This design comes from an exercise in tuning for small area, a short achievable clock period and few clock cycles on the open sky130 flow, not from production work.
Only simulation tests tie the RTL to the original design; equivalence was not proved.
Power figures rest on the tool's default switching activity, not on a simulated workload.

## run.sh

```bash
#!/bin/bash
# synth_recipe.tcl (not shown) runs the flow's synth.tcl, then flattens the netlist and writes it again
# the make line also repeats each setting of config.mk as NAME=value (left out here)
make -C /OpenROAD-flow-scripts/flow DESIGN_CONFIG=/design/flow/config.mk WORK_HOME=/design/flow/orfs CLKGATE_MAP_FILE= SYNTH_SCRIPT=/design/flow/synth_recipe.tcl finish
```

## config.mk

```make
export PLATFORM = sky130hd
export DESIGN_NAME = bdu
export DESIGN_NICKNAME = bdu
export VERILOG_FILES = /design/flow/design.v
export SDC_FILE = /design/flow/constraint.sdc
export NUM_CORES = 4
export LEC_CHECK = 0
export CAP_MARGIN = 30
export CORE_MARGIN = 2
export CORE_UTILIZATION = 40
export PLACE_DENSITY = 0.6
export SLEW_MARGIN = 30
```

## design.v

```verilog
module bdu (
    input  wire        clk,
    input  wire        rst,           
    input  wire        reg_we,
    input  wire [3:0]  reg_waddr,
    input  wire [31:0] reg_wdata,
    input  wire [3:0]  reg_raddr,
    output reg  [31:0] reg_rdata,
    output wire        irq,
    output wire        busy,
    output reg         raw_re,
    output reg  [14:0] raw_addr,
    input  wire [7:0]  raw_rdata,
    output reg         plane_en,
    output reg         plane_we,
    output reg  [13:0] plane_addr,
    output reg  [7:0]  plane_wdata,
    input  wire [7:0]  plane_rdata,
    output reg         rgb_we,
    output reg  [15:0] rgb_addr,
    output reg  [7:0]  rgb_wdata
);
    localparam [1:0] PH_IDLE = 2'd0, PH_UNPACK = 2'd1, PH_DEMOSAIC = 2'd2, PH_HALT = 2'd3;
    localparam [2:0] E_ARG_CMD = 3'd1, E_ARG_CFG = 3'd2, E_ALLOC = 3'd3,
                     E_SHORT_READ = 3'd4, E_BOUNDS = 3'd5;
    localparam [3:0] R_CTRL = 4'd0, R_CMD = 4'd1, R_STATUS = 4'd2, R_WIDTH = 4'd3,
                     R_HEIGHT = 4'd4, R_BITDEPTH = 4'd5, R_PATTERN = 4'd6,
                     R_RAW_LEN = 4'd7, R_PIX = 4'd8, R_FPIX = 4'd9, R_FADDR = 4'd10;
    localparam [2:0] T_NONE = 3'd0, T_B = 3'd1, T_G = 3'd2, T_R = 3'd3, T_X = 3'd4, T_RB = 3'd5;
    reg        ie;
    reg [15:0] width, height;
    reg [4:0]  bitdepth;
    reg [1:0]  pattern;
    reg [31:0] raw_len;
    reg [1:0]  phase;
    reg        done, patnop;
    reg [2:0]  ecode;
    reg [14:0] pix;               
    reg [13:0] fpix;
    reg [31:0] faddr;
    reg [14:0] npix;              
    reg        novf;              
    reg [1:0]  s;                 
    reg        unp_on;            
    reg        upend;             
    reg        dem_todo;          
    reg        dact;              
    reg        dwp;               
    reg        rdef;              
    reg        flt;               
    reg [14:0] uc;                
    reg [2:0]  bs;                
    reg [4:0]  amt;               
    reg [7:0]  b0;                
    reg [13:0] col;               
    reg        lodd;              
    reg [7:0]  opb, opg, opr;     
    reg [2:0]  tg1, tg2;          
    assign busy = phase[0] ^ phase[1];
    assign irq  = ie & (done | (phase == PH_HALT));
    always @(*) begin
        case (reg_raddr)
            R_CTRL:     reg_rdata = {31'd0, ie};
            R_STATUS:   reg_rdata = {20'd0, 1'b0, ecode, 2'b00, phase, patnop,
                                     (phase == PH_HALT), done, busy};
            R_WIDTH:    reg_rdata = {16'd0, width};
            R_HEIGHT:   reg_rdata = {16'd0, height};
            R_BITDEPTH: reg_rdata = {27'd0, bitdepth};
            R_PATTERN:  reg_rdata = {30'd0, pattern};
            R_RAW_LEN:  reg_rdata = raw_len;
            R_PIX:      reg_rdata = {17'd0, pix};
            R_FPIX:     reg_rdata = {18'd0, fpix};
            R_FADDR:    reg_rdata = faddr;
            default:    reg_rdata = 32'd0;
        endcase
    end
    wire        wr_ok = reg_we & ~busy;
    wire [15:0] ma    = (wr_ok && reg_waddr == R_WIDTH)  ? reg_wdata[15:0] : width;
    wire [15:0] mb    = (wr_ok && reg_waddr == R_HEIGHT) ? reg_wdata[15:0] : height;
    wire [15:0] p16   = ma * mb;
    reg         phi;              
    integer     i;
    always @(*) begin
        phi = 1'b0;
        for (i = 0; i < 16; i = i + 1)
            phi = phi | (ma[i] & (|(mb >> (15 - i))));
    end
    wire        ovf_n = phi | (p16 > 16'd16384);
    wire        dims_zero = (width == 16'd0) | (height == 16'd0);
    wire        legal     = (bitdepth >= 5'd1 && bitdepth <= 5'd10) ||
                            bitdepth == 5'd12 || bitdepth == 5'd16;
    wire [18:0] prodd     = bitdepth[4] ? {npix, 4'b0000} : npix * bitdepth[3:0];
    wire [18:0] prod10    = {1'b0, npix, 3'b000} + {3'b000, npix, 1'b0};
    wire        rl_hi     = |raw_len[31:16];
    wire [18:0] rl8       = {raw_len[15:0], 3'b000};
    wire        short_d   = ~rl_hi & (rl8 < prodd);
    wire        short_10  = ~rl_hi & (rl8 < prod10);
    wire cmd_wr  = reg_we && (reg_waddr == R_CMD);
    wire is_srst = reg_wdata == 32'h0000_0004;
    wire is_unp  = reg_wdata == 32'h0000_0001;
    wire is_dem  = reg_wdata == 32'h0000_0002;
    wire is_conv = (reg_wdata & 32'hFFFF_00FF) == 32'h0000_0003;
    wire [14:0] ucn    = uc + 15'd1;
    wire        issue  = unp_on & (ucn != npix);
    wire [4:0]  t      = {2'b00, bs} + bitdepth;
    wire        nb1    = amt[4] | (amt[3] & (|amt[2:0]));    
    wire        delta  = amt[4] | (amt == 5'd8);              
    wire        rinc   = (s == 2'd0) ? (upend & nb1) : delta;
    wire [14:0] raddr_n = raw_addr + {14'd0, rinc};
    wire [23:0] win    = {raw_rdata, b0, 8'd0} >> amt;
    wire [7:0]  hmask  = (bitdepth[4] | bitdepth[3]) ? 8'hFF : ~(8'hFF >> bitdepth[2:0]);
    wire [7:0]  ext    = win[7:0] & hmask;
    wire oo = lodd & ~col[0];
    wire oe = lodd &  col[0];
    wire eo = ~lodd & ~col[0];
    wire fz = upend;              
    localparam [1:0] O_Z = 2'd0, O_W = 2'd1, O_NW = 2'd2, O_WM1 = 2'd3;
    reg [1:0] osel;
    reg       cin, rd;
    reg [2:0] tag;
    always @(*) begin
        osel = O_Z; cin = 1'b0; rd = 1'b0; tag = T_NONE;
        case (s)
            2'd0: if (oo) begin
                      rd = 1'b1;
                      if (fz) tag = T_R;
                      else begin osel = O_W; cin = 1'b1; tag = T_B; end
                  end else if (oe) begin
                      rd = 1'b1; osel = O_WM1; tag = T_X;
                  end else if (eo) begin
                      rd = 1'b1; cin = 1'b1; tag = T_B;
                  end else if (rdef) begin
                      rd = 1'b1; osel = O_NW; tag = T_RB;
                  end
            2'd1: if (oo) begin
                      rd = 1'b1; cin = 1'b1; tag = T_G;
                  end else if (eo) begin
                      rd = 1'b1; tag = T_G;
                  end
            default: if (!fz) begin
                      if (oo) begin
                          rd = 1'b1; tag = T_R;
                      end else if (eo) begin
                          rd = 1'b1; osel = O_NW; cin = 1'b1; tag = T_R;
                      end
                  end
        endcase
    end
    wire [15:0] wm1  = width - 16'd1;
    wire [15:0] opnd = (osel == O_Z) ? 16'd0 : (osel == O_W) ? width :
                       (osel == O_NW) ? ~width : wm1;
    wire [15:0] addr = {1'b0, pix} + opnd + {15'd0, cin};
    wire        chk  = (oo & ~fz) | eo;
    wire        oob  = addr >= {1'b0, npix};
    wire [14:0] pixn = pix + 15'd1;
    wire [8:0]  gsum = {1'b0, opg} + {1'b0, plane_rdata};
    always @(posedge clk) begin
        raw_re   <= 1'b0;
        plane_en <= 1'b0;
        plane_we <= 1'b0;
        rgb_we   <= 1'b0;
        tg1      <= T_NONE;
        tg2      <= tg1;
        case (tg2)
            T_B:       opb <= plane_rdata;
            T_G:       opg <= plane_rdata;
            T_R, T_RB: opr <= plane_rdata;
            T_X:       opg <= gsum[8:1];
            default: ;
        endcase
        if (rst || (cmd_wr && is_srst)) begin
            ie       <= 1'b0;
            width    <= 16'd0;
            height   <= 16'd0;
            bitdepth <= 5'd10;
            pattern  <= 2'd0;
            raw_len  <= 32'd0;
            phase    <= PH_IDLE;
            pix      <= 15'd0;
            done     <= 1'b0;
            patnop   <= 1'b0;
            ecode    <= 3'd0;
            fpix     <= 14'd0;
            faddr    <= 32'd0;
            npix     <= 15'd0;
            novf     <= 1'b0;
            unp_on   <= 1'b0;
            upend    <= 1'b0;
            dem_todo <= 1'b0;
            dact     <= 1'b0;
            dwp      <= 1'b0;
            rdef     <= 1'b0;
            flt      <= 1'b0;
        end else begin
            npix <= p16[14:0];
            novf <= ovf_n;
            if (reg_we) begin
                case (reg_waddr)
                    R_CTRL:     ie <= reg_wdata[0];
                    R_WIDTH:    if (!busy) width    <= reg_wdata[15:0];
                    R_HEIGHT:   if (!busy) height   <= reg_wdata[15:0];
                    R_BITDEPTH: if (!busy) bitdepth <= reg_wdata[4:0];
                    R_PATTERN:  if (!busy) pattern  <= reg_wdata[1:0];
                    R_RAW_LEN:  if (!busy) raw_len  <= reg_wdata;
                    default: ;
                endcase
            end
            if (cmd_wr && phase == PH_IDLE) begin
                done   <= 1'b0;
                patnop <= 1'b0;
                s        <= 2'd2;
                uc       <= 15'h7FFF;
                bs       <= 3'd0;
                amt      <= 5'd0;
                raw_addr <= 15'd0;
                col      <= 14'd0;
                lodd     <= 1'b1;
                rgb_addr <= 16'hFFFF;
                flt      <= 1'b0;
                if (is_unp) begin
                    if (dims_zero || !legal) begin
                        ecode <= E_ARG_CFG; fpix <= 14'd0; faddr <= reg_wdata; phase <= PH_HALT;
                    end else if (novf) begin
                        ecode <= E_ALLOC; fpix <= 14'd0; faddr <= reg_wdata; phase <= PH_HALT;
                    end else if (short_d) begin
                        ecode <= E_SHORT_READ; fpix <= 14'd0; faddr <= reg_wdata; phase <= PH_HALT;
                    end else begin
                        phase <= PH_UNPACK; unp_on <= 1'b1; pix <= 15'd0;
                    end
                end else if (is_dem) begin
                    if (dims_zero) begin
                        ecode <= E_ARG_CFG; fpix <= 14'd0; faddr <= reg_wdata; phase <= PH_HALT;
                    end else if (novf) begin
                        ecode <= E_ALLOC; fpix <= 14'd0; faddr <= reg_wdata; phase <= PH_HALT;
                    end else if (pattern != 2'd0) begin
                        patnop <= 1'b1;
                        done   <= 1'b1;
                        pix    <= 15'd0;
                    end else begin
                        phase <= PH_DEMOSAIC; dem_todo <= 1'b1; pix <= 15'd0;
                    end
                end else if (is_conv) begin
                    if (reg_wdata[15:8] != 8'd0) begin
                        ecode <= E_ARG_CMD; fpix <= 14'd0; faddr <= reg_wdata; phase <= PH_HALT;
                    end else begin
                        bitdepth <= 5'd10;
                        pattern  <= 2'd0;
                        if (dims_zero) begin
                            ecode <= E_ARG_CFG; fpix <= 14'd0; faddr <= reg_wdata; phase <= PH_HALT;
                        end else if (novf) begin
                            ecode <= E_ALLOC; fpix <= 14'd0; faddr <= reg_wdata; phase <= PH_HALT;
                        end else if (short_10) begin
                            ecode <= E_SHORT_READ; fpix <= 14'd0; faddr <= reg_wdata; phase <= PH_HALT;
                        end else begin
                            phase <= PH_UNPACK; unp_on <= 1'b1; dem_todo <= 1'b1; pix <= 15'd0;
                        end
                    end
                end else begin
                    ecode <= E_ARG_CMD; fpix <= 14'd0; faddr <= reg_wdata; phase <= PH_HALT;
                end
            end
            if (busy) begin
                s <= (s == 2'd2) ? 2'd0 : s + 2'd1;
                if (s == 2'd0) begin
                    raw_addr <= raddr_n;
                    if (upend & nb1) raw_re <= 1'b1;
                end
                if (s == 2'd1 && upend) b0 <= raw_rdata;
                if (s == 2'd2) begin
                    if (upend) begin
                        plane_en    <= 1'b1;
                        plane_we    <= 1'b1;
                        plane_addr  <= uc[13:0];
                        plane_wdata <= ext;
                    end
                    if (issue) begin
                        raw_re   <= 1'b1;
                        raw_addr <= raddr_n;
                        uc       <= ucn;
                        amt      <= t;
                        bs       <= t[2:0];
                        upend    <= 1'b1;
                    end else begin
                        upend  <= 1'b0;
                        unp_on <= 1'b0;
                    end
                end
                if (dact) begin
                    if (s == 2'd0 && chk && oob) begin
                        flt   <= 1'b1;
                        dact  <= 1'b0;
                        fpix  <= pix[13:0];
                        faddr <= {16'd0, addr};
                    end else if (rd) begin
                        plane_en   <= 1'b1;
                        plane_addr <= addr[13:0];
                        tg1        <= tag;
                    end
                end
                if (dwp) begin
                    rgb_we   <= 1'b1;
                    rgb_addr <= rgb_addr + 16'd1;
                    case (s)
                        2'd0:    rgb_wdata <= opb;
                        2'd1:    rgb_wdata <= opg;
                        default: rgb_wdata <= (tg2 == T_RB) ? plane_rdata : opr;
                    endcase
                end
                if (s == 2'd2) begin
                    if (dact && oo && fz) opb <= ext;
                    rdef <= dact & eo & fz;
                    dwp  <= dact;
                    if (dact) begin
                        pix <= pixn;
                        if ({2'b00, col} == wm1) begin
                            col  <= 14'd0;
                            lodd <= ~lodd;
                        end else begin
                            col <= col + 14'd1;
                        end
                        if (pixn == npix) dact <= 1'b0;
                    end
                    if (dem_todo && (issue ? (!width[0] && {1'b0, uc} == width) : 1'b1)) begin
                        dem_todo <= 1'b0;
                        dact     <= 1'b1;
                    end
                end
                if (s == 2'd0 && !unp_on && !upend && !dem_todo && !dact && !dwp) begin
                    if (flt) begin
                        phase <= PH_HALT;
                        ecode <= E_BOUNDS;
                    end else begin
                        phase <= PH_IDLE;
                        done  <= 1'b1;
                        pix   <= npix;
                    end
                end
            end
        end
    end
endmodule
```

## constraint.sdc

```tcl
create_clock -name core_clock -period 13.0 [get_ports {clk}]
set_input_delay 2.6000 -clock core_clock [delete_from_list [all_inputs] [get_ports {clk}]]
set_output_delay 2.6000 -clock core_clock [all_outputs]
set_load 0.01 [all_outputs]
```

==> notes.md <==
==> logic make-up (layout without fill, tap and decap cells) <==
family	count (synthesis)	count (layout)	synth area share
AOI/OAI and AO/OA	744	744	0.187
muxes	137	137	0.0568
other	0	1	0
and+or+nand+nor	1011	1011	0.193
buffers and inverters	429	506	0.0670
adders and majority gates	277	277	0.165
DFF	306	306	0.283
xor gates and xnor gates	144	144	0.0489
==> area by class of cell <==
cell class	instances	area, sq um
clock buffer	51	1090
inverter	236	887
sequential	306	7380
multi-input combinational	2313	17000
timing repair buffer	203	1930
antenna	1	2.50
tap	855	1070
clock inverter	16	198
fill	6294	34900
==> synth_stat cells (19+ instances only) <==
| library cell | instances | share of area |
|---|---|---|
| buf_2 | 32 | 0.0061 |
| nor3_1 | 54 | 0.010 |
| inv_1 | 236 | 0.034 |
| a22oi_1 | 24 | 0.0069 |
| a211oi_1 | 32 | 0.0092 |
| nor4_1 | 27 | 0.0065 |
| and2_1 | 48 | 0.012 |
| mux2i_1 | 93 | 0.036 |
| xnor2_1 | 94 | 0.032 |
| xor2_1 | 49 | 0.016 |
| o21ai_0 | 150 | 0.029 |
| nor2b_1 | 29 | 0.0070 |
| nand2b_1 | 27 | 0.0065 |
| clkbuf_1 | 129 | 0.019 |
| edfxtp_1 | 125 | 0.14 |
| o211ai_1 | 19 | 0.0055 |
| or2_2 | 19 | 0.0046 |
| nor2_1 | 301 | 0.043 |
| a31oi_1 | 33 | 0.0079 |
| a21oi_1 | 214 | 0.041 |
| and3_1 | 48 | 0.012 |
| ha_1 | 165 | 0.079 |
| nand4_1 | 23 | 0.0055 |
| dfxtp_1 | 181 | 0.14 |
| nor3b_1 | 24 | 0.0069 |
| mux2_2 | 39 | 0.017 |
| nand2_1 | 272 | 0.039 |
| nand3_1 | 68 | 0.013 |
| a22o_1 | 39 | 0.013 |
| a21o_1 | 36 | 0.010 |
| fa_1 | 111 | 0.085 |
==> power groups by stage <==
stage / logic, mW / clock network [mW] / registers, mW
2_1_floorplan: 0.184 / 0 / 1.06
3_3_place_gp: 0.276 / 0 / 1.08
3_5_place_dp: 0.280 / 0 / 1.08
4_1_cts: 0.282 / 1.12 / 1.06
5_1_grt: 0.311 / 1.16 / 1.07
6_report: 0.286 / 1.11 / 1.06
==> per-stage QoR <==
stage          setup WS, ns  utilization  total power, mW  hold slack, ns  cell area [sq um]
2_1_floorplan          4.09            -             1.25           0.310              26100
3_3_place_gp           2.94        0.438             1.36           0.312              28200
3_5_place_dp           2.75        0.438             1.36           0.315              28200
4_1_cts                3.32        0.458             2.47           0.329              29500
5_1_grt                2.85        0.458             2.54           0.338              29600
6_report               3.34        0.458             2.46           0.328              29600
==> state kept, by name, summed over array words and instances, names as in the netlist, 5 cells and up <==
register and cells:
b0 8, opg 8, opr 8, width 16
col 14, plane_addr 14, opb 8, pix 15
rgb_wdata 8, raw_addr 15, uc 15, fpix 14
raw_len 32, height 16, npix 15, rgb_addr 16
bitdepth 5, plane_wdata 8, amt 5, faddr 32
==> worst max-delay path: cells and delay by family <==
kind | cells | cell delay, ns
adder cells (fa/ha/maj) | 7 | 2.96
buffers and inverters | 6 | 1.02
AO/OA/AOI/OAI | 4 | 0.92
multiplexers | 1 | 0.75
AND/OR/NAND/NOR | 7 | 1.80
==> routing by layer <==
| layer | GRT usage | routed length [um] |
|---|---|---|
| met3 | 0.0441 | 6700 |
| met4 | 0.0947 | 3290 |
| met5 | 0 | 13 |
| met1 | 0.356 | 39400 |
| met2 | 0.427 | 40900 |
==> how the worst max path moves through the flow <==
stage                            start  endpoint
after floorplan           reg_waddr[2]      novf
after global placement          reg_we      novf
after detailed placement        reg_we      novf
after CTS                 reg_waddr[2]      novf
after global routing      reg_waddr[3]      novf
final                     reg_waddr[3]      novf
==> summary.md <==
| Metric | Value |
|---|---|
| Critical path class | `in -> reg` |
| Worst-path clk slew | `0.06 ns` |
| Initial antenna violation count | `2` |
| Via count | `23600` |
| RSZ-0062 raised after global routing | `false` |
| First-pass GRT wire length | `138 mm` |
| Hold buffer count at cts | `0` |
| Asr flop ratio synth | `0` |
| Fin. Hold Viols | `0` |
| Nets | `3432` |
| Worst Hold Launch | `tg1[0]` |
| Yosys cell types | `108` |
| Die Wd | `259 um` |
| Fin. max-slew vios | `0` |
| Crit end category | `register` |
| Final worst path period share | `0.743` |
| Reg power frac | `0.432` |
| Ys flop type | `dfxtp_1` |
| Hold EP | `tg2[0]` |
| Cells after Synth | `3048` |
| Die Height | `259 um` |
| Port buffer count | `157` |
| WL/cell | `22.7 um` |
| CTS tree | `built` |
| YS warnings | `1` |
| Crit path arrival time | `10.07 ns` |
| Root Buffer | `clkbuf_16` |
| Total negative setup slack | `0 ns` |
| Sequential-to-total area share from yosys stat | `0.283` |
| Commonest non-fill, non-tap cell in the layout | `nor2_1` |
| Clock sink count | `306` |
| Gr usage total | `0.265` |
| CP Max Fanout | `19` |
| Final Non-Filler Cells | `3981` |
| Hold crit path type | `reg -> reg` |
| CP peak stage delay | `0.75 ns` |
| Comb pwr share | `0.116` |
| Row Count | `93` |
| # DRC | `0` |
| Vias/cell | `5.92` |
| IR drop worst, VDD | `72.5 uV` |
| TritonRoute pass-1 iters | `6` |
| Commonest cells after routing, fill and taps aside | `nor2_1 (301), nand2_1 (272), inv_1 (235), a21oi_1 (214), dfxtp_1 (181)` |
| Insertion delay to the later sink of the worst-skew pair | `0.56 ns` |
| Cts bufs inserted | `37` |
| Max-Cap Viols | `0` |
| Worst-margin pin slew | `0.982 ns` |
| Post-CTS setup buffer count | `0` |
| Ports | `158` |
| Reg2reg start | `phase[1]` |
| Minimum clock period | `9.66 ns` |
| Post-synthesis net count | `3383` |
| PwrDens | `83.3 nW/um^2` |
| Status | `no timing/DRC/antenna violations` |
| Clk buf depth | `3` |
| CP Launch Type | `input pin` |
| Die area | `67300 sq um` |
| Initial core utilization | `0.405` |
| Lkg Pwr | `11.9 nW` |
| Number of synthesized flops with an enable pin | `125` |
| Post-route ant nets | `0` |
| Slowest cell on the critical path | `mux2i_1` |
| Largest net degree at the start of global routing | `66` |
| Data required, critical path | `13.41 ns` |
| Total gr overflow | `0` |
| R2r setup slk | `4.66 ns` |
| Sw Share | `0.265` |
| Slew margin rel. | `0.343` |
| Most common cell on crit path | `fa_1` |
| Vias in the first global route | `23000` |
| Initial detailed-routing violation count | `2203` |
| Placed cell count | `3911` |
| Post_cts resized | `0` |
| Sw Pwr | `653 uW` |
| Share of cells above drive strength 1 | `0.0707` |
| Synthesized area per cell | `8.56 sq um` |
| Synth-to-layout area growth | `13.3%` |
| CTS H-tree lvls | `2` |
| Fmax | `0.104 GHz` |
| Total core area | `64500 sq um` |
| Final GP Congestion | `0.964` |
| Synthesized area | `26100 sq um` |
| Clock skew | `0.0276 ns` |
| Final WL | `90.3 mm` |
| Synth Register Bits | `306` |
| Detail Placement HPWL | `68.1 mm` |
| Clock power frac | `0.452` |
| Pint | `1.81 mW` |
| Finish-stage setup viols | `0` |
| Worst R2R End | `novf` |
| WHS Path Cells | `0` |
| Worst Reg-to-Reg Cells | `27` |
Testbench counts, summed over its fixed seeds: cycles 219,691.

-- re-timing with driven ports --
The flow's constraints put no driver on any port. The routed layout listed below was extracted and timed again, unchanged, in two steps. Step 1: set_driving_cell puts a clkbuf_16 on clk and a buf_2 on each other input, an assumption about the parent block. Step 2 times the ports against the registers' clock, not the clock port: input delays grow and output delays shrink by t, the midpoint of the rising clock arrivals with the driver on. Slacks: ideal / step 1 / step 2; pairs: ideal / step 1.
shift t [ns]: 0.613
setup WS [ns]: 3.340 / 3.377 / 2.764
worst setup path at the end: input to register
slew at the worst register clock pin (ns): 0.06 / 0.06
After both steps setup and hold are still met in this run. The setup slack of this run moves by +0.037 ns with the drivers and by -0.576 ns with both steps.
